Source: an optimization exercise on an open RTL-to-GDS flow (aim: small area). Production flows keep margins and buffers that such runs may drop.
Where RTL was checked, it was by simulation tests only, not by an equivalence proof against the original.
The RTL of runs 1 and 2 was laid out without a check of its function.
Power is estimated from default activity; no workload was simulated.

==> flow/design.v, too long to show whole: its modules and the start of the top module <==
// module fcps: 672 lines
// module fcps_winmux: 21 lines
// module fcps_aoi222: 6 lines
// module fcps_hold: 6 lines
// module fcps_holdv: 14 lines
// module fcps_regmux: 428 lines
// module fcps_nand2: 6 lines
// module fcps_cntnx: 16 lines
// module fcps_mux4oh: 16 lines
module fcps (
    input  wire        clk,
    input  wire        rst,
    input  wire        bus_we,
    input  wire [8:0]  bus_addr,
    input  wire [31:0] bus_wdata,
    output reg  [31:0] bus_rdata,
    output wire        irq,
    input  wire        tick,
    output wire        tp_open_req,
    output wire [31:0] tp_baud,
    input  wire        tp_open_ok,
    input  wire        tp_open_err,
    output wire        rts,
    output wire        dtr,
    input  wire        tp_rts_unsup,
    input  wire        tp_dtr_unsup,
    output wire        tp_flush_in,
    output wire        tp_flush_out,
    output wire        tx_valid,
    output wire [7:0]  tx_data,
    input  wire        tx_ready,
    input  wire        tp_wr_err,
    input  wire        rx_valid,
    input  wire [7:0]  rx_data,
    output wire        tp_close
);
  // ...
==> flow/flow/run.sh <==
#!/bin/bash
# The standard layout, with the clock tree built without dummy loads from
# small clkbuf_4 clusters, and the ports buffered with the smallest buffer.
set -euo pipefail
CTS="-sink_clustering_enable -repair_clock_nets -dont_use_dummy_load"
CTS="$CTS -buf_list sky130_fd_sc_hd__clkbuf_4 -sink_clustering_size 10 -sink_clustering_max_diameter 40"
bash standard.sh "CTS_ARGS=$CTS" "BUFFER_PORTS_ARGS=-buffer_cell sky130_fd_sc_hd__buf_1" finish > flow_make.log 2>&1
==> flow/standard.sh <==
#!/bin/bash
# synth_recipe.tcl (not shown) runs the flow's synth.tcl, then flattens the netlist and writes it again
# the make line also repeats each setting of config.mk as NAME=value (left out here)
make -C /OpenROAD-flow-scripts/flow DESIGN_CONFIG=/design/flow/config.mk WORK_HOME=/design/flow/orfs CLKGATE_MAP_FILE= SYNTH_SCRIPT=/design/flow/synth_recipe.tcl "${@:-finish}"
==> flow/config.mk <==
export PLATFORM = sky130hd
export DESIGN_NAME = fcps
export DESIGN_NICKNAME = fcps
export VERILOG_FILES = /design/flow/design.v
export SDC_FILE = /design/flow/constraint.sdc
export NUM_CORES = 8
export LEC_CHECK = 0
export CAP_MARGIN = 20
export CORE_MARGIN = 2
export CORE_UTILIZATION = 50
export SLEW_MARGIN = 20
export SYNTH_HIERARCHICAL = 1
==> flow/constraint.sdc <==
create_clock -name core_clock -period 20.0 [get_ports {clk}]
set_input_delay 4.0000 -clock core_clock [delete_from_list [all_inputs] [get_ports {clk}]]
set_output_delay 4.0000 -clock core_clock [all_outputs]
set_load 0.01 [all_outputs]
==> flow_summary.toml, run 1 <==
[grt]
busiest_layer = "met2"
antenna_found_initial = 37
grt_pass1_vias = 86400
grt-ovfl-total = 0

[layout]
inverters_excl_clock = 130
drive_above_1_share_pct = 8.86
multi_input_area_sq_um = 46600
largest_register_ffs = 2048
nMultiInputCombCells = 6145
multi_input_area_share_pct = 43.0
final_cell_mix = "2606 x dfxtp_1, 2475 x a22o_1, 900 x a222oi_1, 719 x nand2_1, 527 x nor2_1"

[floorplan]
rows = 164
die-area_sq_um = 203000
io_pins = 140
initial_core_util_pct = 50.2

[pwr]
p_int_mw = 6.56
seq_power_mw = 5.57
p_leak_nw = 40.1
worst_ir_drop_vdd_uv = 58.6
pwr-share-comb_pct = 8.2
power_density_nw_per_um2 = 83.5

[placement]
portBuffers = 137

[timing]
relSlewSlack_pct = 11.8
setup_ws_ns = 5.84
tightest_slew_ns = 1.32
fin_crit_ns = 14.16
fmax_mhz = 70.6

[run]
maxCapViolations = 0

[route]
top_layer = "met5"
drc_errors = 0
via_per_inst = 7.63

[status]
status = "timing/DRC/antenna clean"

[clock_tree]
htreeDepth = 5
clk_pin_slew_ns = 0.06
cts_sinks = 2626

[setup_path]
reg2reg_to = "plen[7]$_SDFF_PP0_"
crit_path_start_kind = "primary input"
cp_slowest_cell = "nor4_2"
cp_cell_sequence = "clkbuf_2 > buf_4 > o21ai_0 > nand2b_1 > nor2_2 > buf_4 > a222oi_1 > nand4_1 > nor4_2 > nand4_1 > a21o_1 > buf_1"
ff2ff_setup_slack_ns = 10.54

[yosys]
syn_area_sq_um = 99900
==> module fcps, before the edit <==
module fcps (
    input  wire        clk,
    input  wire        rst,
    input  wire        bus_we,
    input  wire [8:0]  bus_addr,
    input  wire [31:0] bus_wdata,
    output reg  [31:0] bus_rdata,
    output wire        irq,
    input  wire        tick,
    output wire        tp_open_req,
    output wire [31:0] tp_baud,
    input  wire        tp_open_ok,
    input  wire        tp_open_err,
    output wire        rts,
    output wire        dtr,
    input  wire        tp_rts_unsup,
    input  wire        tp_dtr_unsup,
    output wire        tp_flush_in,
    output wire        tp_flush_out,
    output wire        tx_valid,
    output wire [7:0]  tx_data,
    input  wire        tx_ready,
    input  wire        tp_wr_err,
    input  wire        rx_valid,
    input  wire [7:0]  rx_data,
    output wire        tp_close
);
    localparam RXCAP = 256;
    localparam [3:0] PH_IDLE = 4'd0, PH_OPEN = 4'd1, PH_RTS = 4'd2, PH_SETTLE1 = 4'd3,
                     PH_DTR = 4'd4, PH_SETTLE2 = 4'd5, PH_PURGE = 4'd6, PH_TX = 4'd7,
                     PH_AWAIT = 4'd8, PH_NEXT = 4'd9, PH_CLOSE = 4'd10, PH_QUIET = 4'd11;
    localparam [3:0] SS_CREATED = 4'd0, SS_LINECOND = 4'd1, SS_PURGED = 4'd2, SS_SENT = 4'd3,
                     SS_AWAITING = 4'd4, SS_DECODED = 4'd5, SS_TIMEDOUT = 4'd6,
                     SS_FRAMEINVALID = 4'd7, SS_DEVERROR = 4'd8, SS_WRITEFAILED = 4'd9,
                     SS_CLOSED = 4'd10;
    localparam [3:0] R_OK = 4'd0, R_EMPTY = 4'd1, R_TOOSHORT = 4'd2, R_DEVERR = 4'd3,
                     R_MISSINGACK = 4'd4, R_MISSINGEND = 4'd5, R_TIMEOUT = 4'd6,
                     R_WRITEERR = 4'd7, R_OPENERR = 4'd8, R_EXHAUSTED = 4'd9, R_NONE = 4'd15;
    localparam [3:0] OP_NOP = 4'h0, OP_ENCODE = 4'h1, OP_DECODE = 4'h2, OP_WAKE = 4'h3,
                     OP_OPEN = 4'h4, OP_PURGE = 4'h5, OP_SEND = 4'h6, OP_AWAIT = 4'h7,
                     OP_CLOSE = 4'h8, OP_RUN = 4'h9, OP_CANCEL = 4'hA;
    reg [16:0]  op_s;       
    wire [31:0] op_q = {10'd0, op_s[16:15], 1'b0, op_s[14:4], 4'd0, op_s[3:0]};
    reg [3:0]   sstate;
    reg         runf, done, topen;
    reg [3:0]   result;
    reg         lcu_rts, lcu_dtr, rx_ovf, rx_late;
    reg [1:0]   operr;
    reg         cancel_pend, close_pend;
    reg [3:0]   phase;
    reg [7:0]   cmdop;
    reg         req_ck;
    reg [7:0]   wlist;
    reg [2:0]   nwake;
    reg [31:0]  baud0, baud1, baud2, baud3;
    reg [2:0]   nbaud;
    reg [1:0]   linecfg;
    reg [31:0]  t_settle, t_quiet, t_resp, t_idle;
    reg         tx_w;
    reg [1:0]   tx_wid;
    reg         tx_ck;
    reg [7:0]   tx_op;
    reg [8:0]   rxlen;
    reg [8:0]   plen;
    reg [1:0]   bi, wi;
    reg         vi;
    reg [4:0]   att;
    reg         attf;           
    reg [127:0] hist;
    reg [31:0]  cnt, icnt;      
    wire        cnt_z = (cnt == 32'd0);
    wire        icnt_ge;        
    reg [1:0]   txi, bsel;
    reg [3:0]   outcome, finres;
    reg         rcont, capen;
    reg         rts_q, dtr_q;
    reg [8*RXCAP-1:0] rxbuf;         
    wire busy = (phase != PH_IDLE) || cancel_pend || close_pend;
    function [17:0] wake_seq;
        input [1:0] id;
        case (id)
            2'd0: wake_seq = {2'd0, 8'h00, 8'h00};
            2'd1: wake_seq = {2'd1, 8'h00, 8'h1B};
            2'd2: wake_seq = {2'd2, 8'hAA, 8'h55};
            default: wake_seq = {2'd2, 8'h10, 8'h10};
        endcase
    endfunction
    function [34:0] enc;
        input [7:0] opb;
        input       var_ck;
        input [1:0] wid;
        reg [17:0] w;
        reg [15:0] base;
        reg [1:0]  blen;
        begin
            w    = wake_seq(wid);
            base = var_ck ? {opb ^ 8'hA5, opb} : {8'h00, opb};
            blen = var_ck ? 2'd2 : 2'd1;
            case (w[17:16])
                2'd0: enc = {1'b0, blen, 16'h0000, base};
                2'd1: enc = {{1'b0, blen} + 3'd1, 8'h00, base, w[7:0]};
                default: enc = {{1'b0, blen} + 3'd2, base, w[15:0]};
            endcase
        end
    endfunction
    function [3:0] dec;
        input [8:0] n;
        input [7:0] b0, b1, blast;
        begin
            if (n == 9'd0)                            dec = R_EMPTY;
            else if (n < 9'd2)                        dec = R_TOOSHORT;
            else if (n == 9'd2 && b0 == 8'h8F && b1 == 8'h02) dec = R_DEVERR;
            else if (b0 != 8'hAA)                     dec = R_MISSINGACK;
            else if (blast != 8'hEA)                  dec = R_MISSINGEND;
            else                                      dec = R_OK;
        end
    endfunction
    function [3:0] state_of;
        input [3:0] r;
        case (r)
            R_OK:      state_of = SS_DECODED;
            R_DEVERR:  state_of = SS_DEVERROR;
            R_TIMEOUT: state_of = SS_TIMEDOUT;
            default:   state_of = SS_FRAMEINVALID;
        endcase
    endfunction
    function [31:0] sat_inc;
        input [31:0] v;
        sat_inc = (v == 32'hFFFFFFFF) ? v : v + 32'd1;
    endfunction
    function [1:0] wsel;
        input [7:0] wl;
        input [1:0] idx;
        case (idx)
            2'd0: wsel = wl[1:0];
            2'd1: wsel = wl[3:2];
            2'd2: wsel = wl[5:4];
            default: wsel = wl[7:6];
        endcase
    endfunction
    wire [17:0] tx_wseq = wake_seq(tx_wid);
    wire [34:0] tx_enc  = enc(tx_op, tx_ck, tx_wid);
    wire [31:0] txbuf   = tx_w ? {16'd0, tx_wseq[15:0]} : tx_enc[31:0];
    wire [2:0]  txlen   = tx_w ? {1'b0, tx_wseq[17:16]} : tx_enc[34:32];
    reg  [7:0] lastb;
    wire [7:0] last_idx = rxlen[7:0] - 8'd1;
    wire [7:0] rx_b0    = rxbuf[7:0];
    wire [7:0] rx_b1    = rxbuf[15:8];
    wire [3:0] dec_cap  = dec(rxlen, rx_b0, rx_b1, lastb);       
    wire [3:0] dec_now;                                         
    wire [8:0] rxlen_host = (bus_wdata[8:0] > RXCAP) ? RXCAP : bus_wdata[8:0];
    wire [5:0]  win_sel  = bus_addr[8] ? bus_addr[7:2] : last_idx[7:2];
    wire [31:0] win_word;
    fcps_winmux u_winmux (.words(rxbuf), .sel(win_sel), .word(win_word));
    assign irq          = done;
    assign tp_open_req  = (phase == PH_OPEN);
    wire [3:0]  bsel_oh     = 4'd1 << bsel;
    fcps_mux4oh u_baudmux (.oh(bsel_oh), .d0(baud0), .d1(baud1), .d2(baud2), .d3(baud3), .q(tp_baud));
    assign rts          = rts_q;
    assign dtr          = dtr_q;
    assign tp_flush_in  = (phase == PH_PURGE);
    assign tp_flush_out = (phase == PH_PURGE);
    assign tx_valid     = (phase == PH_TX);
    assign tx_data      = txbuf[8*txi +: 8];
    assign tp_close     = (phase == PH_CLOSE);
    wire [31:0] status = {8'h00, phase, close_pend, cancel_pend, operr, rx_late, rx_ovf,
                          lcu_dtr, lcu_rts, result, topen, done, runf, busy, sstate};
    wire [5:0]  attn   = {1'b0, att} + {5'd0, attf};
    wire [31:0] runpos = {10'd0, attn, 3'd0, att, 3'd0, vi, wi, bi};
    wire [6:0] rd_w = bus_addr[8:2];
    wire [32*24-1:0] regw = {hist, 32'd0, runpos, {23'd0, plen}, {23'd0, rxlen},
                             {29'd0, txlen}, txbuf, t_idle, t_resp, t_quiet, t_settle,
                             {30'd0, linecfg}, {29'd0, nbaud}, baud3, baud2, baud1, baud0,
                             {21'd0, nwake, wlist}, {23'd0, req_ck, cmdop}, status, op_q};
    wire [23:0] reg_oh = (rd_w[6:5] == 2'b00) ? (24'd1 << rd_w[4:0]) : 24'd0;
    wire [31:0] reg_word;
    fcps_regmux u_regmux (.oh(reg_oh), .regw(regw), .q(reg_word));
    always @* bus_rdata = ({32{rd_w[6]}} & win_word) | reg_word;
    wire [6:0] wr_w   = bus_addr[8:2];
    wire [3:0] opc    = bus_wdata[3:0];
    wire       op_wr  = bus_we && (wr_w == 7'h00);
    wire       badop  = (bus_wdata[7:4] != 4'd0) || bus_wdata[19] ||
                        (bus_wdata[31:22] != 10'd0) || (opc >= 4'hB);
    wire       ss_purgeable = (sstate == SS_PURGED) || (sstate == SS_DECODED) ||
                              (sstate == SS_TIMEDOUT) || (sstate == SS_FRAMEINVALID) ||
                              (sstate == SS_DEVERROR) || (sstate == SS_WRITEFAILED);
    reg        legal;
    always @* begin
        case (opc)
            OP_NOP:    legal = 1'b1;
            OP_ENCODE, OP_DECODE, OP_WAKE: legal = !busy;
            OP_OPEN:   legal = !busy && !topen;
            OP_PURGE:  legal = !busy && topen && ss_purgeable;
            OP_SEND:   legal = !busy && topen && (sstate == SS_PURGED || sstate == SS_DECODED);
            OP_AWAIT:  legal = !busy && (sstate == SS_SENT);
            OP_CLOSE:  legal = 1'b1;
            OP_RUN:    legal = !busy && !topen;
            OP_CANCEL: legal = busy;
            default:   legal = 1'b0;
        endcase
    end
    wire op_accept = op_wr && !badop && legal;
    wire l1_ok = !busy;
    wire l2_ok = !busy && !topen;
    reg cap_we;              
    always @* begin
        cap_we = 1'b0;
        if (rx_valid) begin
            if (phase == PH_AWAIT) begin
                if (!cancel_pend) begin
                    if (rxlen == 9'd0)
                        cap_we = !cnt_z;
                    else
                        cap_we = !(rxlen == RXCAP || icnt_ge);
                end
            end else if (phase != PH_PURGE && capen && rxlen < RXCAP) begin
                cap_we = 1'b1;
            end
        end
    end
    wire win_we = bus_we && wr_w[6] && l2_ok;
    wire [5:0] wa_word = win_we ? wr_w[5:0] : rxlen[7:2];
    wire [3:0] wa_lane = win_we ? 4'b1111 : (4'b0001 << rxlen[1:0]);
    wire       wa_any  = win_we | cap_we;
    wire [31:0] wa_data = win_we ? bus_wdata : {4{rx_data}};
    wire [63:0] wa_word_n = ~({64{wa_any & !rst}} & (64'd1 << wa_word));
    wire [3:0]  wa_lane_n = ~wa_lane;
    wire [8*RXCAP-1:0] rxbuf_nx;
    genvar gi, bj;
    generate
        for (gi = 0; gi < RXCAP; gi = gi + 1) begin : g_rxbuf
            wire en   = ~(wa_word_n[gi / 4] | wa_lane_n[gi % 4]);
            wire en_n = ~en;
            for (bj = 0; bj < 8; bj = bj + 1) begin : g_bit
                fcps_hold u_hold (.en(en), .en_n(en_n), .d(wa_data[8*(gi % 4) + bj]),
                                  .q(rxbuf[8*gi + bj]), .nx(rxbuf_nx[8*gi + bj]));
            end
        end
    endgenerate
    always @(posedge clk) rxbuf <= rxbuf_nx;
    always @(posedge clk)
        if (cap_we) lastb <= rx_data;
    assign dec_now = dec(rxlen, rx_b0, rx_b1, win_word[8*last_idx[1:0] +: 8]);
    wire w_cmd   = bus_we && wr_w == 7'h02 && l1_ok;
    wire w_wake  = bus_we && wr_w == 7'h03 && l1_ok;
    wire w_baud0 = bus_we && wr_w == 7'h04 && l2_ok;
    wire w_baud1 = bus_we && wr_w == 7'h05 && l2_ok;
    wire w_baud2 = bus_we && wr_w == 7'h06 && l2_ok;
    wire w_baud3 = bus_we && wr_w == 7'h07 && l2_ok;
    wire w_nbaud = bus_we && wr_w == 7'h08 && l2_ok;
    wire w_line  = bus_we && wr_w == 7'h09 && l2_ok;
    wire w_tset  = bus_we && wr_w == 7'h0A && l1_ok;
    wire w_tqui  = bus_we && wr_w == 7'h0B && l1_ok;
    wire w_tresp = bus_we && wr_w == 7'h0C && l1_ok;
    wire w_tidle = bus_we && wr_w == 7'h0D && l1_ok;
    wire w_op    = op_accept;
    wire [16:0] src_op    = rst ? 17'd0 : {bus_wdata[21:20], bus_wdata[18:8], bus_wdata[3:0]};
    wire [8:0]  src_cmd   = rst ? 9'h0C2 : bus_wdata[8:0];
    wire [10:0] src_wake  = rst ? {3'd4, 8'hE4} :
                            {(bus_wdata[10:8] > 3'd4) ? 3'd4 : bus_wdata[10:8], bus_wdata[7:0]};
    wire [4:0]  src_nbl   = rst ? {3'd2, 2'b11} :
                            {(bus_wdata[2:0] > 3'd4) ? 3'd4 : bus_wdata[2:0], bus_wdata[1:0]};
    wire [31:0] src_b0    = rst ? 32'd9600 : bus_wdata;
    wire [31:0] src_b1    = rst ? 32'd4800 : bus_wdata;
    wire [31:0] src_z     = rst ? 32'd0 : bus_wdata;
    wire [31:0] src_t500  = rst ? 32'd500 : bus_wdata;
    wire [31:0] src_t1000 = rst ? 32'd1000 : bus_wdata;
    wire [31:0] src_t10   = rst ? 32'd10 : bus_wdata;
    wire [16:0] op_nx;
    wire [31:0] baud0_nx, baud1_nx, baud2_nx, baud3_nx;
    wire [31:0] tset_nx, tqui_nx, tresp_nx, tidle_nx;
    wire [8:0]  cmd_nx;
    wire [10:0] wake_nx;
    wire [2:0]  nbaud_nx;
    wire [1:0]  line_nx;
    fcps_holdv #(17) u_h_op    (.en(rst | w_op),    .d(src_op),        .q(op_s),            .nx(op_nx));
    fcps_holdv #(9)  u_h_cmd   (.en(rst | w_cmd),   .d(src_cmd),       .q({req_ck, cmdop}), .nx(cmd_nx));
    fcps_holdv #(11) u_h_wake  (.en(rst | w_wake),  .d(src_wake),      .q({nwake, wlist}),  .nx(wake_nx));
    fcps_holdv #(32) u_h_baud0 (.en(rst | w_baud0), .d(src_b0),        .q(baud0),           .nx(baud0_nx));
    fcps_holdv #(32) u_h_baud1 (.en(rst | w_baud1), .d(src_b1),        .q(baud1),           .nx(baud1_nx));
    fcps_holdv #(32) u_h_baud2 (.en(rst | w_baud2), .d(src_z),         .q(baud2),           .nx(baud2_nx));
    fcps_holdv #(32) u_h_baud3 (.en(rst | w_baud3), .d(src_z),         .q(baud3),           .nx(baud3_nx));
    fcps_holdv #(3)  u_h_nbaud (.en(rst | w_nbaud), .d(src_nbl[4:2]),  .q(nbaud),           .nx(nbaud_nx));
    fcps_holdv #(2)  u_h_line  (.en(rst | w_line),  .d(src_nbl[1:0]),  .q(linecfg),         .nx(line_nx));
    fcps_holdv #(32) u_h_tset  (.en(rst | w_tset),  .d(src_t500),      .q(t_settle),        .nx(tset_nx));
    fcps_holdv #(32) u_h_tqui  (.en(rst | w_tqui),  .d(src_t500),      .q(t_quiet),         .nx(tqui_nx));
    fcps_holdv #(32) u_h_tresp (.en(rst | w_tresp), .d(src_t1000),     .q(t_resp),          .nx(tresp_nx));
    fcps_holdv #(32) u_h_tidle (.en(rst | w_tidle), .d(src_t10),       .q(t_idle),          .nx(tidle_nx));
    always @(posedge clk) begin
        op_s <= op_nx;  {req_ck, cmdop} <= cmd_nx;  {nwake, wlist} <= wake_nx;
        baud0 <= baud0_nx;  baud1 <= baud1_nx;  baud2 <= baud2_nx;  baud3 <= baud3_nx;
        nbaud <= nbaud_nx;  linecfg <= line_nx;
        t_settle <= tset_nx;  t_quiet <= tqui_nx;  t_resp <= tresp_nx;  t_idle <= tidle_nx;
    end
    wire tx_run  = (phase == PH_PURGE) && runf;
    wire tx_host = op_accept && (opc == OP_ENCODE || opc == OP_WAKE || opc == OP_SEND);
    always @(posedge clk) begin
        if (rst || tx_run || tx_host) begin
            tx_w   <= rst || (!tx_run && opc == OP_WAKE);
            tx_wid <= rst ? 2'd0 : tx_run ? wsel(wlist, wi) : bus_wdata[18:17];
        end
        if (tx_run || tx_host) begin
            tx_ck  <= tx_run ? vi : bus_wdata[16];
            tx_op  <= tx_run ? cmdop : bus_wdata[15:8];
        end
    end
    wire       h_next = (phase == PH_NEXT);
    wire       h_open = (phase == PH_OPEN) && tp_open_err && runf;
    wire       h_abrt = cancel_pend && runf && (phase == PH_TX || phase == PH_AWAIT);
    wire       h_we   = h_next || h_open || h_abrt;
    wire [3:0] h_val  = h_next ? outcome : h_open ? R_OPENERR : R_TIMEOUT;
    wire       h_clr  = rst || (op_accept && opc == OP_RUN);
    wire [127:0] hist_nx;
    genvar hi;
    generate
        for (hi = 0; hi < 32; hi = hi + 1) begin : g_hist
            fcps_holdv #(4) u_h (.en(h_clr || (h_we && att == 5'(hi))), .d(h_clr ? 4'hF : h_val),
                                 .q(hist[4*hi +: 4]), .nx(hist_nx[4*hi +: 4]));
        end
    endgenerate
    always @(posedge clk) hist <= hist_nx;
    wire tx_last    = ({1'b0, txi} == txlen - 3'd1);
    wire ld_settle  = (phase == PH_RTS) || (phase == PH_DTR);
    wire ld_resp    = ((phase == PH_TX) && !cancel_pend && !tp_wr_err && tx_ready && tx_last && runf) ||
                      (op_accept && opc == OP_AWAIT);
    wire ld_quiet   = ((phase == PH_NEXT) && (outcome != R_OK) &&
                       (!vi || ({1'b0, wi} + 3'd1 < nwake))) ||
                      ((phase == PH_CLOSE) && runf && rcont);
    wire cnt_dec    = tick && !cnt_z && !cancel_pend &&
                      ((phase == PH_SETTLE1) || (phase == PH_SETTLE2) || (phase == PH_QUIET) ||
                       ((phase == PH_AWAIT) && (rxlen == 9'd0) && !rx_valid));
    wire icnt_clr   = rst || cap_we || (phase == PH_PURGE) ||
                      (op_accept && opc == OP_SEND && sstate == SS_DECODED);
    wire [31:0] cnt_nx;
    fcps_cntnx  u_cntnx  (.cnt(cnt), .t_settle(t_settle), .t_resp(t_resp), .t_quiet(t_quiet),
                          .ld_settle(ld_settle), .ld_resp(ld_resp), .ld_quiet(ld_quiet),
                          .dec(cnt_dec), .nx(cnt_nx));
    assign icnt_ge = (icnt >= t_idle);
    always @(posedge clk) begin
        cnt <= cnt_nx;
        if (icnt_clr)  icnt <= 32'd0;
        else if (tick) icnt <= sat_inc(icnt);
    end
    task do_finish;
        input [3:0] r;
        input       close_pend_next;
        begin
            result      <= r;
            runf        <= 1'b0;
            rcont       <= 1'b0;
            cancel_pend <= 1'b0;
            phase       <= PH_IDLE;
            if (!close_pend_next) done <= 1'b1;
        end
    endtask
    task do_abort;
        begin
            cancel_pend <= 1'b0;
            capen       <= 1'b0;
            if (phase == PH_TX) sstate <= SS_WRITEFAILED;
            if (phase == PH_AWAIT) begin
                sstate <= SS_TIMEDOUT;
                plen   <= 9'd0;
                if (rx_valid) rx_late <= 1'b1;
            end
            if (runf && (phase == PH_TX || phase == PH_AWAIT)) begin
                attf <= 1'b1;
            end
            if (topen && (runf || close_pend || phase == PH_SETTLE1 || phase == PH_SETTLE2)) begin
                finres <= R_TIMEOUT;
                rcont  <= 1'b0;
                phase  <= PH_CLOSE;
            end else begin
                do_finish(R_TIMEOUT, close_pend);
            end
        end
    endtask
    task do_outcome;
        input [3:0] x;
        begin
            capen <= 1'b0;
            if (rx_valid) rx_late <= 1'b1;
            if (x == R_TIMEOUT) begin
                sstate <= SS_TIMEDOUT;
                plen   <= 9'd0;
            end else begin
                plen   <= (x == R_OK) ? rxlen - 9'd2 : 9'd0;
                sstate <= state_of(x);
            end
            if (runf) begin
                outcome <= x;
                phase   <= PH_NEXT;
            end else begin
                do_finish(x, close_pend);
            end
        end
    endtask
    always @(posedge clk) begin
        if (rst) begin
            sstate <= SS_CREATED; runf <= 1'b0; done <= 1'b0; topen <= 1'b0;
            result <= R_NONE; lcu_rts <= 1'b0; lcu_dtr <= 1'b0; rx_ovf <= 1'b0; rx_late <= 1'b0;
            operr <= 2'd0; cancel_pend <= 1'b0; close_pend <= 1'b0; phase <= PH_IDLE;
            rxlen <= 9'd0; plen <= 9'd0;
            bi <= 2'd0; wi <= 2'd0; vi <= 1'b0; att <= 5'd0; attf <= 1'b0;
            txi <= 2'd0; bsel <= 2'd0;
            outcome <= R_NONE; finres <= R_NONE; rcont <= 1'b0; capen <= 1'b0;
            rts_q <= 1'b0; dtr_q <= 1'b0;
        end else begin
            case (phase)
                PH_IDLE: begin
                    if (close_pend) begin
                        cancel_pend <= 1'b0;
                        if (topen) begin
                            finres <= result;
                            done   <= 1'b0;
                            phase  <= PH_CLOSE;
                        end else begin
                            sstate     <= SS_CLOSED;
                            close_pend <= 1'b0;
                            done       <= 1'b1;
                        end
                    end else if (cancel_pend) begin
                        cancel_pend <= 1'b0;
                    end
                end
                PH_OPEN: begin
                    if (tp_open_err) begin
                        sstate <= SS_CLOSED;
                        if (runf) begin
                            attf <= 1'b1;
                        end
                        do_finish(R_OPENERR, close_pend);
                    end else if (tp_open_ok) begin
                        topen <= 1'b1;
                        rts_q <= linecfg[0];
                        dtr_q <= linecfg[1];
                        if (cancel_pend) begin
                            cancel_pend <= 1'b0;
                            finres <= R_TIMEOUT;
                            rcont  <= 1'b0;
                            phase  <= PH_CLOSE;
                        end else begin
                            phase <= PH_RTS;
                        end
                    end
                end
                PH_RTS: begin
                    rts_q   <= 1'b0;
                    lcu_rts <= lcu_rts | tp_rts_unsup;
                    phase   <= PH_SETTLE1;
                end
                PH_SETTLE1: begin
                    if (cancel_pend)            do_abort;
                    else if (cnt_z)   phase <= PH_DTR;
                    ;
                end
                PH_DTR: begin
                    dtr_q   <= 1'b0;
                    lcu_dtr <= lcu_dtr | tp_dtr_unsup;
                    phase   <= PH_SETTLE2;
                end
                PH_SETTLE2: begin
                    if (cancel_pend)            do_abort;
                    else if (cnt_z) begin
                        sstate <= SS_LINECOND;
                        phase  <= PH_PURGE;
                    end
                end
                PH_PURGE: begin
                    rxlen   <= 9'd0;
                    rx_ovf  <= 1'b0;
                    rx_late <= 1'b0;
                    capen   <= 1'b1;
                    sstate  <= SS_PURGED;
                    if (runf) begin
                        txi   <= 2'd0;
                        phase <= PH_TX;
                    end else begin
                        do_finish(R_OK, close_pend);
                    end
                end
                PH_TX: begin
                    if (cancel_pend) begin
                        do_abort;
                    end else if (tp_wr_err) begin
                        sstate <= SS_WRITEFAILED;
                        capen  <= 1'b0;
                        if (runf) begin
                            outcome <= R_WRITEERR;
                            phase   <= PH_NEXT;
                        end else begin
                            do_finish(R_WRITEERR, close_pend);
                        end
                    end else if (tx_ready) begin
                        if ({1'b0, txi} == txlen - 3'd1) begin
                            if (runf) begin
                                sstate <= SS_AWAITING;
                                phase  <= PH_AWAIT;
                            end else begin
                                sstate <= SS_SENT;
                                do_finish(R_OK, close_pend);
                            end
                        end else begin
                            txi <= txi + 2'd1;
                        end
                    end
                end
                PH_AWAIT: begin
                    if (cancel_pend) begin
                        do_abort;
                    end else if (rxlen == 9'd0) begin
                        if (cnt_z)      do_outcome(R_TIMEOUT);
                        else if (rx_valid)      rxlen <= 9'd1;
                    end else begin
                        if (rxlen == RXCAP || icnt_ge)
                            do_outcome(dec_cap);
                        else if (rx_valid)
                            rxlen <= rxlen + 9'd1;
                    end
                end
                PH_NEXT: begin
                    attf <= 1'b1;
                    if (outcome == R_OK) begin
                        finres <= R_OK;
                        rcont  <= 1'b0;
                        phase  <= PH_CLOSE;
                    end else if (vi == 1'b0) begin
                        vi  <= 1'b1;
                        att <= att + 5'd1; attf <= 1'b0;
                        phase <= PH_QUIET;
                    end else if ({1'b0, wi} + 3'd1 < nwake) begin
                        wi  <= wi + 2'd1;
                        vi  <= 1'b0;
                        att <= att + 5'd1; attf <= 1'b0;
                        phase <= PH_QUIET;
                    end else if ({1'b0, bi} + 3'd1 < nbaud) begin
                        bi  <= bi + 2'd1;
                        wi  <= 2'd0;
                        vi  <= 1'b0;
                        att <= att + 5'd1; attf <= 1'b0;
                        rcont <= 1'b1;
                        phase <= PH_CLOSE;
                    end else begin
                        finres <= R_EXHAUSTED;
                        rcont  <= 1'b0;
                        phase  <= PH_CLOSE;
                    end
                end
                PH_CLOSE: begin
                    topen      <= 1'b0;
                    capen      <= 1'b0;
                    rts_q      <= 1'b0;
                    dtr_q      <= 1'b0;
                    sstate     <= SS_CLOSED;
                    close_pend <= 1'b0;
                    if (runf && rcont) begin
                        rcont <= 1'b0;
                        phase <= PH_QUIET;
                    end else begin
                        do_finish(finres, 1'b0);
                    end
                end
                PH_QUIET: begin
                    if (cancel_pend) begin
                        do_abort;
                    end else if (cnt_z) begin
                        if (topen) begin
                            phase <= PH_PURGE;
                        end else begin
                            sstate <= SS_CREATED;
                            bsel   <= bi;
                            phase  <= PH_OPEN;
                        end
                    end
                end
                default: ;
            endcase
            if (phase != PH_AWAIT && rx_valid && phase != PH_PURGE) begin
                if (capen) begin
                    if (rxlen < RXCAP) rxlen <= rxlen + 9'd1;
                    else               rx_ovf <= 1'b1;
                end else if (topen) begin
                    rx_late <= 1'b1;
                end
            end
            if (bus_we) begin
                case (wr_w)
                    7'h00: begin
                        if (badop) begin
                            operr <= 2'd1;
                        end else if (!legal) begin
                            operr <= 2'd2;
                        end else begin
                            operr <= 2'd0;
                            if (!((opc == OP_NOP || opc == OP_CANCEL || opc == OP_CLOSE) && busy))
                                done <= 1'b0;
                            case (opc)
                                OP_NOP: if (!busy) done <= 1'b1;
                                OP_ENCODE: begin
                                    result <= R_OK;
                                    done   <= 1'b1;
                                end
                                OP_DECODE: begin
                                    result <= dec_now;
                                    plen   <= (dec_now == R_OK) ? rxlen - 9'd2 : 9'd0;
                                    done   <= 1'b1;
                                end
                                OP_WAKE: begin
                                    result <= R_OK;
                                    done   <= 1'b1;
                                end
                                OP_OPEN: begin
                                    bsel    <= bus_wdata[21:20];
                                    lcu_rts <= 1'b0;
                                    lcu_dtr <= 1'b0;
                                    sstate  <= SS_CREATED;
                                    phase   <= PH_OPEN;
                                end
                                OP_PURGE: phase <= PH_PURGE;
                                OP_SEND: begin
                                    txi   <= 2'd0;
                                    if (sstate == SS_DECODED) begin
                                        rxlen   <= 9'd0;
                                        rx_ovf  <= 1'b0;
                                        rx_late <= 1'b0;
                                        capen   <= 1'b1;
                                    end
                                    phase <= PH_TX;
                                end
                                OP_AWAIT: begin
                                    sstate <= SS_AWAITING;
                                    phase  <= PH_AWAIT;
                                end
                                OP_CLOSE: begin
                                    if (busy) begin
                                        cancel_pend <= 1'b1;
                                        close_pend  <= 1'b1;
                                    end else if (topen) begin
                                        finres <= R_OK;
                                        phase  <= PH_CLOSE;
                                    end else begin
                                        sstate <= SS_CLOSED;
                                        result <= R_OK;
                                        done   <= 1'b1;
                                    end
                                end
                                OP_RUN: begin
                                    bi <= 2'd0; wi <= 2'd0; vi <= 1'b0;
                                    att <= 5'd0; attf <= 1'b0;
                                    lcu_rts <= 1'b0; lcu_dtr <= 1'b0; rcont <= 1'b0;
                                    if (nbaud == 3'd0 || nwake == 3'd0) begin
                                        result <= R_EXHAUSTED;
                                        done   <= 1'b1;
                                    end else begin
                                        runf   <= 1'b1;
                                        sstate <= SS_CREATED;
                                        bsel   <= 2'd0;
                                        phase  <= PH_OPEN;
                                    end
                                end
                                OP_CANCEL: cancel_pend <= 1'b1;
                                default: ;
                            endcase
                        end
                    end
                    7'h10: if (l2_ok) rxlen <= rxlen_host;
                    default: ;
                endcase
            end
        end
    end
endmodule
==> inputs of run 2 (changes only) <==
--- a/flow/design.v
+++ b/flow/design.v
@@ -73,3 +73,3 @@
     reg [1:0]   txi, bsel;
-    reg [3:0]   outcome, finres;
+    reg [3:0]   outcome;
     reg         rcont, capen;
@@ -144,3 +144,3 @@
     wire [2:0]  txlen   = tx_w ? {1'b0, tx_wseq[17:16]} : tx_enc[34:32];
-    reg  [7:0] lastb;
+    reg        last_ea;      
     wire [7:0] last_idx = rxlen[7:0] - 8'd1;
@@ -148,3 +148,3 @@
     wire [7:0] rx_b1    = rxbuf[15:8];
-    wire [3:0] dec_cap  = dec(rxlen, rx_b0, rx_b1, lastb);       
+    wire [3:0] dec_cap  = dec(rxlen, rx_b0, rx_b1, last_ea ? 8'hEA : 8'h00);       
     wire [3:0] dec_now;                                         
@@ -241,3 +241,3 @@
     always @(posedge clk)
-        if (cap_we) lastb <= rx_data;
+        if (cap_we) last_ea <= (rx_data == 8'hEA);
     assign dec_now = dec(rxlen, rx_b0, rx_b1, win_word[8*last_idx[1:0] +: 8]);
@@ -369,3 +369,3 @@
             if (topen && (runf || close_pend || phase == PH_SETTLE1 || phase == PH_SETTLE2)) begin
-                finres <= R_TIMEOUT;
+                outcome <= R_TIMEOUT;
                 rcont  <= 1'b0;
@@ -405,3 +405,3 @@
             txi <= 2'd0; bsel <= 2'd0;
-            outcome <= R_NONE; finres <= R_NONE; rcont <= 1'b0; capen <= 1'b0;
+            outcome <= R_NONE; rcont <= 1'b0; capen <= 1'b0;
             rts_q <= 1'b0; dtr_q <= 1'b0;
@@ -413,3 +413,3 @@
                         if (topen) begin
-                            finres <= result;
+                            outcome <= result;
                             done   <= 1'b0;
@@ -438,3 +438,3 @@
                             cancel_pend <= 1'b0;
-                            finres <= R_TIMEOUT;
+                            outcome <= R_TIMEOUT;
                             rcont  <= 1'b0;
@@ -523,3 +523,3 @@
                     if (outcome == R_OK) begin
-                        finres <= R_OK;
+                        outcome <= R_OK;
                         rcont  <= 1'b0;
@@ -543,3 +543,3 @@
                     end else begin
-                        finres <= R_EXHAUSTED;
+                        outcome <= R_EXHAUSTED;
                         rcont  <= 1'b0;
@@ -559,3 +559,3 @@
                     end else begin
-                        do_finish(finres, 1'b0);
+                        do_finish(outcome, 1'b0);
                     end
@@ -638,3 +638,3 @@
                                     end else if (topen) begin
-                                        finres <= R_OK;
+                                        outcome <= R_OK;
                                         phase  <= PH_CLOSE;
--- a/flow/config.mk
+++ b/flow/config.mk
@@ -9,3 +9,3 @@
 export CORE_MARGIN = 2
-export CORE_UTILIZATION = 50
+export CORE_UTILIZATION = 65
 export SLEW_MARGIN = 20
==> flow_summary.toml, run 2 <==
[setup_path]
rr_worst_depth = 21
path_class = "in2out"
worstPathMaxFanout = 49
cp-end-kind = "output pin"
required_ns = 16.00
max_stage_delay_ns = 1.07
cp_slowest_cell = "nor4_1"
path_depth = 12
cp_cell_sequence = "clkbuf_2 > buf_4 > o21ai_0 > or2_1 > nor2_2 > buf_4 > a222oi_1 > nand4_1 > nor4_1 > nand4_1 > a21o_1 > buf_1"
crit_path_start_kind = "primary input"
cp_num_buf_inv = 4
crit_family = "simple AND/OR/NAND/NOR gates"
arrival_ns = 9.95

[timing]
clock_skew_ns = 0.127
fin_crit_ns = 13.95
finalMaxSlewViolations = 0
final-setup-viol-count = 0
setup_ws_ns = 6.05
tightest_slew_ns = 1.36
hold-worst-slack_ns = 0.474
tns_ns = 0
period_share_pct = 69.8
rsz0062_at_grt = "no"
relSlewSlack_pct = 8.43
fmax_mhz = 71.7
hold_viol_final = 0

[pwr]
power_density_nw_per_um2 = 81.7
p_leak_nw = 39.5
worst_ir_drop_vdd_uv = 61.8

[layout]
final_cell_mix = "2602 x dfxtp_1, 2485 x a22o_1, 903 x a222oi_1, 638 x nand2_1, 466 x nor2_1"
nets = 9698
regMostFlops = "rxbuf"
final_common_cell = "dfxtp_1"
largest_register_ffs = 2048
final_area_sq_um = 107000
reg.largest.list = "rxbuf x2048, hist x128"
drive_above_1_share_pct = 8.64
syn2layout_area_growth_pct = 7.25

[clock_tree]
cts_buffer_depth = 4
clk_pin_slew_ns = 0.07
htreeDepth = 5
numCtsBuffers = 354
tritoncts = "done"
postCtsSetupBuffers = 0
cts_sinks = 2615
cts_root_buf = "clkbuf_4"
cts_hold_buf = 0
cts_resized = 0
worstSkewPairLatency_ns = 1.37

[grt]
grt_max_degree = 65
track_usage_pct = 49.8
grt_pass1_vias = 88700
antenna_found_initial = 33
grt-ovfl-total = 0
grt_pass1_wl_microns = 591000

[floorplan]
io_pins = 140
initial_core_util_pct = 65.6
die-area_sq_um = 157000
rows = 143
core_area_sq_um = 152000
die_h_microns = 396
die-width_microns = 396

[yosys]
synth_cells = 9074
syn_area_sq_um = 99800
syn_nets = 9203
synth_warnings = 7
avgSynthCellArea_sq_um = 11.0

[worst_hold_path]
holdPathStages = 1
min_path_type = "reg2reg"

[placement]
placed_cell_area_sq_um = 104000
portBuffers = 137
place_ws_ns = 6.77
dpl.hpwl_microns = 275000
gp_congestion = 1.09

[status]
status = "timing/DRC/antenna clean"

[route]
wl_per_cell_microns = 35.4
vias = 95300
dr.pass1.iters = 14
drc_errors = 0
via_per_inst = 8.20
drtIter0Drc = 20200
detail-route-antenna-nets = 0
routed_wl_microns = 411000

[run]
maxCapViolations = 0
## run 2: changes by cell type in the layout (fill, tap and decap cells not counted), sizes merged, moves of 11 or more
| cell | previous run | this run |
|---|---|---|
| o21ai | 119 | 143 |
| a21o | 49 | 60 |
| nor2 | 633 | 545 |
| clkbuf | 408 | 356 |
| nand3 | 84 | 147 |
| a21oi | 109 | 96 |
| xnor2 | 48 | 34 |
| nand2 | 748 | 656 |
| nor3 | 74 | 120 |
| xor2 | 14 | 28 |
## run 2: per-layer routing
layer  part of all wire, %  vias up  global-route usage, %
li1                      -    38800                      -
met1                    35    45600                   63.3
met2                    40     8898                   68.9
met3                    17     1942                   20.8
met4                   8.0       42                   32.5
met5                  0.19        -                  0.862
## run 2: final timing paths
| check | slack, ns | start | endpoint |
|---|---|---|---|
| hold reg to reg | 0.47 | rxbuf[1884]$_DFF_P_ | rxbuf[1884]$_DFF_P_ |
| setup / recovery | 6.05 | bus_addr[8] | bus_rdata[20] |
| hold / removal | 0.47 | rxbuf[1884]$_DFF_P_ | rxbuf[1884]$_DFF_P_ |
| setup reg to reg | 10.86 | rxlen[2]$_SDFF_PP0_ | plen[0]$_SDFF_PP0_ |
## run 2: final cells by class
type                    count  area (sq um)
clock buffers             354          2660
fillers                 11700         45200
repair buffers            345          2160
diodes                     25          62.6
well taps                2030          2540
multi-input cells        6127         46700
flip-flops and latches   2615         52500
inverters                 126           473
## run 2: metrics by stage
stage	total power [mW]	cells	util, %
2_1_floorplan	5.99	9074	-
3_3_place_gp	6.25	11200	68.4
3_5_place_dp	6.28	11200	68.4
4_1_cts	8.68	11600	70.2
5_1_grt	8.96	11600	70.3
6_report	8.75	11600	70.3
## run 2: report_power, final
group	switching [mW]	internal (mW)	total (mW)
Sequential	0.145	5.38	5.52
Clock	1.72	0.814	2.53
Combinational	0.481	0.211	0.691
==> inputs of run 3 (changes only) <==
--- a/flow/design.v
+++ b/flow/design.v
@@ -719,2 +719,34 @@
 endmodule
+module fcps_cntnx (
+    input  wire [31:0] cnt, t_settle, t_resp, t_quiet,
+    input  wire        ld_settle, ld_resp, ld_quiet, dec,
+    output wire [31:0] nx
+);
+    wire [31:0] tsel_n;
+    genvar i;
+    generate
+        for (i = 0; i < 32; i = i + 1) begin : g
+            fcps_aoi222 u_aoi (.a1(ld_settle), .a2(t_settle[i]), .b1(ld_resp), .b2(t_resp[i]),
+                               .c1(ld_quiet), .c2(t_quiet[i]), .y(tsel_n[i]));
+        end
+    endgenerate
+    wire ld = ld_settle | ld_resp | ld_quiet;
+    assign nx = ld ? ~tsel_n : cnt - {31'd0, dec};
+endmodule
+module fcps_mux4oh (
+    input  wire [3:0]  oh,
+    input  wire [31:0] d0, d1, d2, d3,
+    output wire [31:0] q
+);
+    genvar i;
+    generate
+        for (i = 0; i < 32; i = i + 1) begin : g
+            wire t0, t1;
+            fcps_aoi222 u_aoi (.a1(oh[0]), .a2(d0[i]), .b1(oh[1]), .b2(d1[i]), .c1(oh[2]), .c2(d2[i]),
+                               .y(t0));
+            fcps_nand2 u_n3 (.a(oh[3]), .b(d3[i]), .y(t1));
+            fcps_nand2 u_o (.a(t0), .b(t1), .y(q[i]));
+        end
+    endgenerate
+endmodule
 module fcps_regmux (
@@ -1153,33 +1185 @@
 endmodule
-module fcps_cntnx (
-    input  wire [31:0] cnt, t_settle, t_resp, t_quiet,
-    input  wire        ld_settle, ld_resp, ld_quiet, dec,
-    output wire [31:0] nx
-);
-    wire [31:0] tsel_n;
-    genvar i;
-    generate
-        for (i = 0; i < 32; i = i + 1) begin : g
-            fcps_aoi222 u_aoi (.a1(ld_settle), .a2(t_settle[i]), .b1(ld_resp), .b2(t_resp[i]),
-                               .c1(ld_quiet), .c2(t_quiet[i]), .y(tsel_n[i]));
-        end
-    endgenerate
-    wire ld = ld_settle | ld_resp | ld_quiet;
-    assign nx = ld ? ~tsel_n : cnt - {31'd0, dec};
-endmodule
-module fcps_mux4oh (
-    input  wire [3:0]  oh,
-    input  wire [31:0] d0, d1, d2, d3,
-    output wire [31:0] q
-);
-    genvar i;
-    generate
-        for (i = 0; i < 32; i = i + 1) begin : g
-            wire t0, t1;
-            fcps_aoi222 u_aoi (.a1(oh[0]), .a2(d0[i]), .b1(oh[1]), .b2(d1[i]), .c1(oh[2]), .c2(d2[i]),
-                               .y(t0));
-            fcps_nand2 u_n3 (.a(oh[3]), .b(d3[i]), .y(t1));
-            fcps_nand2 u_o (.a(t0), .b(t1), .y(q[i]));
-        end
-    endgenerate
-endmodule
==> flow/flow/run.sh (replaced) <==
#!/bin/bash
# The standard layout, with the clock tree built without dummy loads from
# clkbuf_8 clusters, and the ports buffered with the smallest buffer.
set -euo pipefail
CTS="-sink_clustering_enable -repair_clock_nets -dont_use_dummy_load"
CTS="$CTS -buf_list sky130_fd_sc_hd__clkbuf_8 -sink_clustering_size 16 -sink_clustering_max_diameter 50"
bash standard.sh "CTS_ARGS=$CTS" "BUFFER_PORTS_ARGS=-buffer_cell sky130_fd_sc_hd__buf_1" finish > flow_make.log 2>&1
==> flow_summary.toml, run 3 <==
[layout]
reg.largest.list = "rxbuf x2048, hist x128"
drive_above_1_share_pct = 7.21
largest_register_ffs = 2048
syn2layout_area_growth_pct = 7.54
regMostFlops = "rxbuf"
nets = 9547
final_common_cell = "dfxtp_1"
final_cell_mix = "2602 x dfxtp_1, 2485 x a22o_1, 903 x a222oi_1, 638 x nand2_1, 465 x nor2_1"
instances_no_fill = 11500

[clock_tree]
cts_sinks = 2615
cts_root_buf = "clkbuf_8"
htreeDepth = 4
cts_hold_buf = 0
cts_resized = 0
numCtsBuffers = 208
postCtsSetupBuffers = 0
worstSkewPairLatency_ns = 1.01
tritoncts = "done"
clk_pin_slew_ns = 0.07
cts_buffer_depth = 3

[floorplan]
rows = 143
initial_core_util_pct = 65.6
die-width_microns = 396
die_h_microns = 396
die-area_sq_um = 157000
core_area_sq_um = 152000
io_pins = 140

[timing]
period_share_pct = 69.5
tns_ns = 0
fin_crit_ns = 13.90
tightest_slew_ns = 1.34
final-setup-viol-count = 0
hold_viol_final = 0
hold-worst-slack_ns = 0.473
clock_skew_ns = 0.124
relSlewSlack_pct = 9.52
rsz0062_at_grt = "no"
fmax_mhz = 71.9
finalMaxSlewViolations = 0

[route]
m1WireLength_microns = 144000
dr.pass1.iters = 16
routed_wl_microns = 413000
drc_errors = 0
wl_met3_microns = 72000
wl_per_cell_microns = 36.0
detail-route-antenna-nets = 0
vias = 94200
via_per_inst = 8.22
drtIter0Drc = 20000
top_layer = "met5"
dr_wl_met2_microns = 161000

[status]
status = "timing/DRC/antenna clean"

[yosys]
avgSynthCellArea_sq_um = 11.0
syn_nets = 9203
synth_cells = 9074
synth_warnings = 7
syn_area_sq_um = 99800

[grt]
grt-ovfl-total = 0
grt_pass1_vias = 86900
track_usage_pct = 49.9
antenna_found_initial = 33
grt_max_degree = 65
grt_pass1_wl_microns = 589000

[run]
maxCapViolations = 0

[pwr]
p_sw_share_pct = 26.1
p_switching_mw = 2.31
pwr-share-seq_pct = 62.7
worst_ir_drop_vdd_uv = 69.5
p_leak_nw = 39.4
p_int_mw = 6.51
p_clk_share_pct = 29.5
pwr-share-comb_pct = 7.9
power_density_nw_per_um2 = 82.1

[worst_hold_path]
min_path_type = "reg2reg"

[setup_path]
crit_path_start_kind = "primary input"
path_class = "in2out"
worstPathMaxFanout = 49
required_ns = 16.00
arrival_ns = 9.90
cp-end-kind = "output pin"

[placement]
numPlacedInstances = 11200
dpl.hpwl_microns = 277000
portBuffers = 137
gp_congestion = 1.10
## run 3: cell type report
type	instances	area [sq um]
fillers	11600	44900
well taps	2030	2540
diodes	16	40.0
clock buffers	208	2860
multi-input cells	6127	46800
flip-flops and latches	2615	52500
inverters	126	473
repair buffers	340	2170
## run 3: power by group through the flow
stage / logic [mW] / clock network [mW] / registers (mW)
2_1_floorplan: 0.402 / 0 / 5.58
3_3_place_gp: 0.630 / 0 / 5.62
3_5_place_dp: 0.649 / 0 / 5.63
4_1_cts: 0.651 / 2.58 / 5.51
5_1_grt: 0.703 / 2.78 / 5.54
6_report: 0.693 / 2.60 / 5.52
## run 3: layer usage
metal  track usage [%]  vias up
met5              1.05        -
met4              33.5       36
met3              22.4     1943
met2              67.7     8421
met1              63.2    45300
li1                  -    38500
## run 3: critical path: stages
cell,delay (ns)
clkbuf_2,0.08
buf_4,0.55
o21ai_0,0.53
nand2b_1,0.78
or2_2,0.37
nor2_4,0.18
buf_4,0.30
a222oi_1,0.35
nand4_1,0.34
nor4_1,1.06
nand4_1,0.51
a21o_1,0.50
buf_1,0.21
## run 3: path summary, 6_finish.rpt
kind / to / slack, ns / start / cells past startpoint
min: rxbuf[1094]$_DFF_P_ / 0.47 / rxbuf[1094]$_DFF_P_ / 1
max reg2reg: plen[3]$_SDFF_PP0_ / 10.52 / rxlen[2]$_SDFF_PP0_ / 22
min reg2reg: rxbuf[1094]$_DFF_P_ / 0.47 / rxbuf[1094]$_DFF_P_ / 1
max: bus_rdata[24] / 6.10 / bus_addr[8] / 13
## run 3: metrics by stage
| step | total power [mW] | utilization [%] | worst slack, ns | cell area, sq um |
|---|---|---|---|---|
| floorplan | 5.99 | - | 8.37 | 99800 |
| global placement | 6.25 | 68.4 | 6.70 | 104000 |
| detailed placement | 6.28 | 68.5 | 6.65 | 104000 |
| CTS | 8.74 | 70.3 | 6.65 | 107000 |
| global route | 9.02 | 70.5 | 6.23 | 107000 |
| finish | 8.82 | 70.5 | 6.10 | 107000 |
==> inputs of run 4 (changes only) <==
--- a/flow/design.v
+++ b/flow/design.v
@@ -69,5 +69,4 @@
     reg [127:0] hist;
-    reg [31:0]  cnt, icnt;      
-    wire        cnt_z = (cnt == 32'd0);
-    wire        icnt_ge;        
+    reg [31:0]  tcnt;           
+    wire        tge;            
     reg [1:0]   txi, bsel;
@@ -211,5 +210,5 @@
                     if (rxlen == 9'd0)
-                        cap_we = !cnt_z;
+                        cap_we = !tge;
                     else
-                        cap_we = !(rxlen == RXCAP || icnt_ge);
+                        cap_we = !(rxlen == RXCAP || tge);
                 end
@@ -322,23 +321,21 @@
     wire tx_last    = ({1'b0, txi} == txlen - 3'd1);
-    wire ld_settle  = (phase == PH_RTS) || (phase == PH_DTR);
-    wire ld_resp    = ((phase == PH_TX) && !cancel_pend && !tp_wr_err && tx_ready && tx_last && runf) ||
+    wire aw_entry   = ((phase == PH_TX) && !cancel_pend && !tp_wr_err && tx_ready && tx_last && runf) ||
                       (op_accept && opc == OP_AWAIT);
-    wire ld_quiet   = ((phase == PH_NEXT) && (outcome != R_OK) &&
+    wire to_quiet   = ((phase == PH_NEXT) && (outcome != R_OK) &&
                        (!vi || ({1'b0, wi} + 3'd1 < nwake))) ||
                       ((phase == PH_CLOSE) && runf && rcont);
-    wire cnt_dec    = tick && !cnt_z && !cancel_pend &&
-                      ((phase == PH_SETTLE1) || (phase == PH_SETTLE2) || (phase == PH_QUIET) ||
-                       ((phase == PH_AWAIT) && (rxlen == 9'd0) && !rx_valid));
-    wire icnt_clr   = rst || cap_we || (phase == PH_PURGE) ||
-                      (op_accept && opc == OP_SEND && sstate == SS_DECODED);
-    wire [31:0] cnt_nx;
-    fcps_cntnx  u_cntnx  (.cnt(cnt), .t_settle(t_settle), .t_resp(t_resp), .t_quiet(t_quiet),
-                          .ld_settle(ld_settle), .ld_resp(ld_resp), .ld_quiet(ld_quiet),
-                          .dec(cnt_dec), .nx(cnt_nx));
-    assign icnt_ge = (icnt >= t_idle);
-    always @(posedge clk) begin
-        cnt <= cnt_nx;
-        if (icnt_clr)  icnt <= 32'd0;
-        else if (tick) icnt <= sat_inc(icnt);
-    end
+    wire tcnt_clr   = rst || cap_we || (phase == PH_PURGE) ||
+                      (op_accept && opc == OP_SEND && sstate == SS_DECODED) ||
+                      (phase == PH_RTS) || (phase == PH_DTR) || to_quiet ||
+                      (aw_entry && rxlen == 9'd0);
+    wire        aw0     = (phase == PH_AWAIT) && (rxlen == 9'd0);
+    wire [3:0]  tlim_oh = {(phase == PH_AWAIT) && !aw0, (phase == PH_QUIET), aw0,
+                           (phase == PH_SETTLE1) || (phase == PH_SETTLE2)};
+    wire [31:0] tlim;
+    wire [31:0] tcnt_nx;
+    fcps_mux4oh u_tlim (.oh(tlim_oh), .d0(t_settle), .d1(t_resp), .d2(t_quiet), .d3(t_idle), .q(tlim));
+    assign tge     = (tcnt >= tlim);
+    assign tcnt_nx = tcnt_clr ? 32'd0 : tick ? sat_inc(tcnt) : tcnt;
+    always @(posedge clk)
+        tcnt <= tcnt_nx;
     task do_finish;
@@ -453,3 +450,3 @@
                     if (cancel_pend)            do_abort;
-                    else if (cnt_z)   phase <= PH_DTR;
+                    else if (tge)   phase <= PH_DTR;
                     ;
@@ -463,3 +460,3 @@
                     if (cancel_pend)            do_abort;
-                    else if (cnt_z) begin
+                    else if (tge) begin
                         sstate <= SS_LINECOND;
@@ -511,6 +508,6 @@
                     end else if (rxlen == 9'd0) begin
-                        if (cnt_z)      do_outcome(R_TIMEOUT);
+                        if (tge)      do_outcome(R_TIMEOUT);
                         else if (rx_valid)      rxlen <= 9'd1;
                     end else begin
-                        if (rxlen == RXCAP || icnt_ge)
+                        if (rxlen == RXCAP || tge)
                             do_outcome(dec_cap);
@@ -565,3 +562,3 @@
                         do_abort;
-                    end else if (cnt_z) begin
+                    end else if (tge) begin
                         if (topen) begin
@@ -719,18 +716,2 @@
 endmodule
-module fcps_cntnx (
-    input  wire [31:0] cnt, t_settle, t_resp, t_quiet,
-    input  wire        ld_settle, ld_resp, ld_quiet, dec,
-    output wire [31:0] nx
-);
-    wire [31:0] tsel_n;
-    genvar i;
-    generate
-        for (i = 0; i < 32; i = i + 1) begin : g
-            fcps_aoi222 u_aoi (.a1(ld_settle), .a2(t_settle[i]), .b1(ld_resp), .b2(t_resp[i]),
-                               .c1(ld_quiet), .c2(t_quiet[i]), .y(tsel_n[i]));
-        end
-    endgenerate
-    wire ld = ld_settle | ld_resp | ld_quiet;
-    assign nx = ld ? ~tsel_n : cnt - {31'd0, dec};
-endmodule
 module fcps_mux4oh (
--- a/flow/config.mk
+++ b/flow/config.mk
@@ -7,5 +7,5 @@
 export LEC_CHECK = 0
-export CAP_MARGIN = 20
+export CAP_MARGIN = 30
 export CORE_MARGIN = 2
-export CORE_UTILIZATION = 65
+export CORE_UTILIZATION = 60
 export SLEW_MARGIN = 20
==> flow_summary.toml, run 4 <==
[route]
via_per_inst = 8.04
drtIter0Drc = 19700
routed_wl_microns = 425000
wl_per_cell_microns = 36.7
dr.pass1.iters = 14
detail-route-antenna-nets = 0
drc_errors = 0
vias = 93100

[floorplan]
rows = 148
initial_core_util_pct = 60.5
core_area_sq_um = 163000
die-area_sq_um = 168000
die-width_microns = 409
io_pins = 140
die_h_microns = 409

[placement]
numPlacedInstances = 11300
gp_congestion = 1.09
dpl.hpwl_microns = 283000
portBuffers = 137

[setup_path]
path_class = "in2out"
cp_slowest_cell = "nor4_4"
arrival_ns = 9.65
worstPathMaxFanout = 48
max_stage_delay_ns = 0.91
crit_family = "simple AND/OR/NAND/NOR gates"
required_ns = 16.00
crit_path_start_kind = "primary input"
cp-end-kind = "output pin"
cp_num_buf_inv = 4
cp_cell_sequence = "clkbuf_2 > buf_4 > o21ai_0 > or2_1 > or3_4 > nor2_2 > buf_4 > a222oi_1 > nand4_1 > nor4_4 > nand4_1 > a21o_1 > buf_1"

[clock_tree]
cts_hold_buf = 0
worstSkewPairLatency_ns = 1.06
cts_root_buf = "clkbuf_8"
tritoncts = "done"
numCtsBuffers = 207
cts_resized = 0
htreeDepth = 4
cts_buffer_depth = 3
clk_pin_slew_ns = 0.08
cts_sinks = 2583
postCtsSetupBuffers = 0

[grt]
grt_pass1_vias = 85900
track_usage_pct = 48.2
grt_pass1_wl_microns = 604000
grt_max_degree = 65
grt-ovfl-total = 0
antenna_found_initial = 21

[layout]
final_common_cell = "dfxtp_1"
instances_no_fill = 11600
reg.largest.list = "rxbuf x2048, hist x128"
syn2layout_area_growth_pct = 8.61
nets = 9509
final_cell_mix = "2570 x dfxtp_1, 2475 x a22o_1, 900 x a222oi_1, 681 x nand2_1, 436 x nor2_1"
largest_register_ffs = 2048
nFillCells = 13000
multi_input_area_sq_um = 46100
drive_above_1_share_pct = 7.61
regMostFlops = "rxbuf"
seqCellArea_sq_um = 51800
postLayoutCoreUtil_pct = 65.7

[timing]
hold_viol_final = 0
fin_crit_ns = 13.65
final-setup-viol-count = 0
clock_skew_ns = 0.141
fmax_mhz = 73.2
hold-worst-slack_ns = 0.473
finalMaxSlewViolations = 0
period_share_pct = 68.3
relSlewSlack_pct = 13.3
tns_ns = 0
rsz0062_at_grt = "no"
tightest_slew_ns = 1.30

[status]
status = "timing/DRC/antenna clean"

[yosys]
syn_area_sq_um = 98600
synth_warnings = 7
synth_cells = 8957
syn_nets = 9084
avgSynthCellArea_sq_um = 11.0

[worst_hold_path]
min_path_type = "reg2reg"

[pwr]
power_density_nw_per_um2 = 81.5
worst_ir_drop_vdd_uv = 96.4
p_leak_nw = 39.8
power_mw = 8.72

[run]
maxCapViolations = 0
## run 4: report_power, final
part / internal (mW) / switching [mW] / total, mW / leakage [nW]
combinational: 0.210 / 0.486 / 0.695 / 17.3
clock: 0.919 / 1.66 / 2.58 / 1.49
sequential: 5.32 / 0.127 / 5.45 / 21.0
total: 6.45 / 2.27 / 8.72 / 39.8
## run 4: metrics by stage
stage	instance area [sq um]	worst slack, ns
floorplan	98600	8.36
global placement	103000	6.50
detailed placement	104000	6.53
CTS	106000	6.52
global route	107000	6.54
finish	107000	6.35
## run 4: cell type report
class / instances / share of cell area [%]
sequential: 2583 / 48.4
antenna: 13 / 0.0304
timing repair buffer: 414 / 2.83
inverter: 125 / 0.441
clock buffer: 207 / 2.66
tap: 2175 / 2.54
multi-input combinational: 6051 / 43.1
## run 4: worst paths after layout
kind / start / end / slack (ns) / depth (start not counted)
worst max-delay path: bus_addr[8] / bus_rdata[14] / 6.35 / 13
worst min-delay path: rxbuf[1296]$_DFF_P_ / rxbuf[1296]$_DFF_P_ / 0.47 / 1
worst max register to register: rxlen[2]$_SDFF_PP0_ / plen[3]$_SDFF_PP0_ / 11.00 / 23
worst min register to register: rxbuf[1296]$_DFF_P_ / rxbuf[1296]$_DFF_P_ / 0.47 / 1
## run 4: routing by layer
metal	GRT usage, %	vias to the layer above	routed length (microns)
met2	66.4	8141	170000
met1	61.8	45100	152000
met4	32.7	26	35500
li1	-	38100	-
met5	0.374	-	250
met3	19.0	1665	66900
==> inputs of run 5 (changes only) <==
--- a/flow/config.mk
+++ b/flow/config.mk
@@ -9,3 +9,3 @@
 export CORE_MARGIN = 2
-export CORE_UTILIZATION = 60
+export CORE_UTILIZATION = 65
 export SLEW_MARGIN = 20
==> flow_summary.toml, run 5 <==
[clock_tree]
tritoncts = "done"
clk_pin_slew_ns = 0.07
cts_resized = 0
cts_hold_buf = 0
numCtsBuffers = 205
htreeDepth = 4
cts_sinks = 2583
cts_root_buf = "clkbuf_8"
postCtsSetupBuffers = 0
cts_buffer_depth = 3
worstSkewPairLatency_ns = 1.03

[grt]
grt_pass1_vias = 87100
grt-ovfl-total = 0
antenna_found_initial = 27
track_usage_pct = 51.3
grt_max_degree = 65
grt_pass1_wl_microns = 599000

[timing]
period_share_pct = 68.9
finalMaxSlewViolations = 0
rsz0062_at_grt = "no"
hold-worst-slack_ns = 0.472
clock_skew_ns = 0.149
fin_crit_ns = 13.78
tns_ns = 0
fmax_mhz = 72.6
final-setup-viol-count = 0
tightest_slew_ns = 1.36
relSlewSlack_pct = 8.54
hold_viol_final = 0

[pwr]
power_mw = 8.73
p_leak_nw = 39.7
worst_ir_drop_vdd_uv = 73.7
power_density_nw_per_um2 = 81.7

[yosys]
synth_warnings = 7
avgSynthCellArea_sq_um = 11.0
synth_cells = 8957
syn_nets = 9084
syn_area_sq_um = 98600

[setup_path]
cp_cell_sequence = "clkbuf_2 > buf_4 > o21ai_0 > or2_1 > or3_4 > nor2_2 > buf_4 > a222oi_1 > nand4_1 > nor4_1 > nand4_1 > a21o_1 > buf_1"
crit_path_start_kind = "primary input"
path_class = "in2out"
cp_slowest_cell = "nor4_1"
crit_family = "simple AND/OR/NAND/NOR gates"
ff2ff_setup_slack_ns = 10.77
arrival_ns = 9.78
worstPathMaxFanout = 48
reg2reg_to = "plen[2]$_SDFF_PP0_"
reg2reg_from = "rxlen[2]$_SDFF_PP0_"
crit_start = "bus_addr[8]"
required_ns = 16.00
rr_worst_depth = 23
path_depth = 13
max_stage_delay_ns = 1.13
crit_path_end = "bus_rdata[24]"
cp_num_buf_inv = 4
cp-end-kind = "output pin"

[floorplan]
die-width_microns = 393
core_area_sq_um = 150000
die_h_microns = 393
initial_core_util_pct = 65.7
die-area_sq_um = 155000
io_pins = 140
rows = 142

[layout]
final_cell_mix = "2570 x dfxtp_1, 2475 x a22o_1, 900 x a222oi_1, 681 x nand2_1, 437 x nor2_1"
nets = 9499
postLayoutCoreUtil_pct = 71.1
regMostFlops = "rxbuf"
final_common_cell = "dfxtp_1"
syn2layout_area_growth_pct = 8.30
largest_register_ffs = 2048
reg.largest.list = "rxbuf x2048, hist x128"
drive_above_1_share_pct = 7.48

[run]
maxCapViolations = 0

[route]
wl_per_cell_microns = 36.9
dr.pass1.iters = 14
routed_wl_microns = 421000
drtIter0Drc = 20300
drc_errors = 0
via_per_inst = 8.27
vias = 94300
detail-route-antenna-nets = 0

[placement]
gp_congestion = 1.09
dpl.hpwl_microns = 277000
portBuffers = 137

[worst_hold_path]
min_path_type = "reg2reg"

[status]
status = "timing/DRC/antenna clean"
==> run 5: how the worst min path moves through the flow <==
stage | start | endpoint | slack (ns) | cells after the start
after global placement | rxbuf[1172]$_DFF_P_ | rxbuf[1172]$_DFF_P_ | 0.45 | 1
final | rxbuf[1435]$_DFF_P_ | rxbuf[1435]$_DFF_P_ | 0.47 | 1
after floorplan | plen[3]$_SDFF_PP0_ | plen[3]$_SDFF_PP0_ | 0.42 | 2
after detailed placement | rxbuf[1084]$_DFF_P_ | rxbuf[1084]$_DFF_P_ | 0.45 | 1
after global routing | rxbuf[136]$_DFF_P_ | rxbuf[136]$_DFF_P_ | 0.49 | 1
after CTS | rxbuf[805]$_DFF_P_ | rxbuf[805]$_DFF_P_ | 0.47 | 1
==> run 5: area by class of cell <==
class | instances | area [sq um]
tap | 2016 | 2520
clock buffer | 205 | 2820
fill | 11200 | 43400
inverter | 125 | 472
timing repair buffer | 406 | 3050
sequential | 2583 | 51800
multi-input combinational | 6051 | 46000
antenna | 18 | 45.0
==> run 5: per-stage QoR <==
stage          setup slack (ns)  cell area (sq um)  cells
2_1_floorplan              8.36              98600   8957
3_3_place_gp               6.79             103000  11100
3_5_place_dp               6.73             103000  11100
4_1_cts                    6.73             106000  11300
5_1_grt                    6.59             107000  11400
6_report                   6.22             107000  11400
==> run 5: power breakdown <==
| group | leakage [nW] | internal [mW] | switching [mW] |
|---|---|---|---|
| sequential | 21.0 | 5.32 | 0.130 |
| combinational | 17.3 | 0.213 | 0.491 |
| clock | 1.47 | 0.910 | 1.66 |
==> run 5: layer usage <==
layer | up-vias | GRT usage, % | wire (microns)
met2 | 8817 | 70.5 | 166000
met4 | 34 | 38.5 | 39600
met5 | - | 0.893 | 419
li1 | 38100 | - | -
met1 | 45300 | 64.0 | 145000
met3 | 2073 | 20.9 | 69800

## separate check: timing with driven ports
In the flow no input, the clock included, has a driving cell. The finished layouts below were timed again as built, in two steps.
Step 1, drivers: a clkbuf_16 drives clk and a buf_2 each remaining input, both assumed.
Step 2 also shifts input and output timing later by t, the mid clock arrival at the registers, as if the neighbouring blocks saw the same clock.
a / b / c = no drivers / after step 1 / after step 2; a / b = the first two.
run	shift t [ns]	setup WS [ns]	worst register clock-pin slew, ns	cell pins on the clock port's net
run 1	1.524	5.837 / 5.817 / 5.817	0.12 / 0.12	1
run 2	1.398	6.046 / 6.020 / 6.020	0.12 / 0.12	1
run 3	1.044	6.098 / 6.069 / 6.069	0.11 / 0.11	1
run 4	1.081	6.347 / 6.324 / 6.324	0.11 / 0.11	1
run 5	1.043	6.217 / 6.195 / 6.195	0.11 / 0.11	1
After both steps setup and hold are still met in every run listed. For run 3, which loses most, drivers alone change the setup slack by -0.029 ns; drivers and shift together by -0.029 ns.
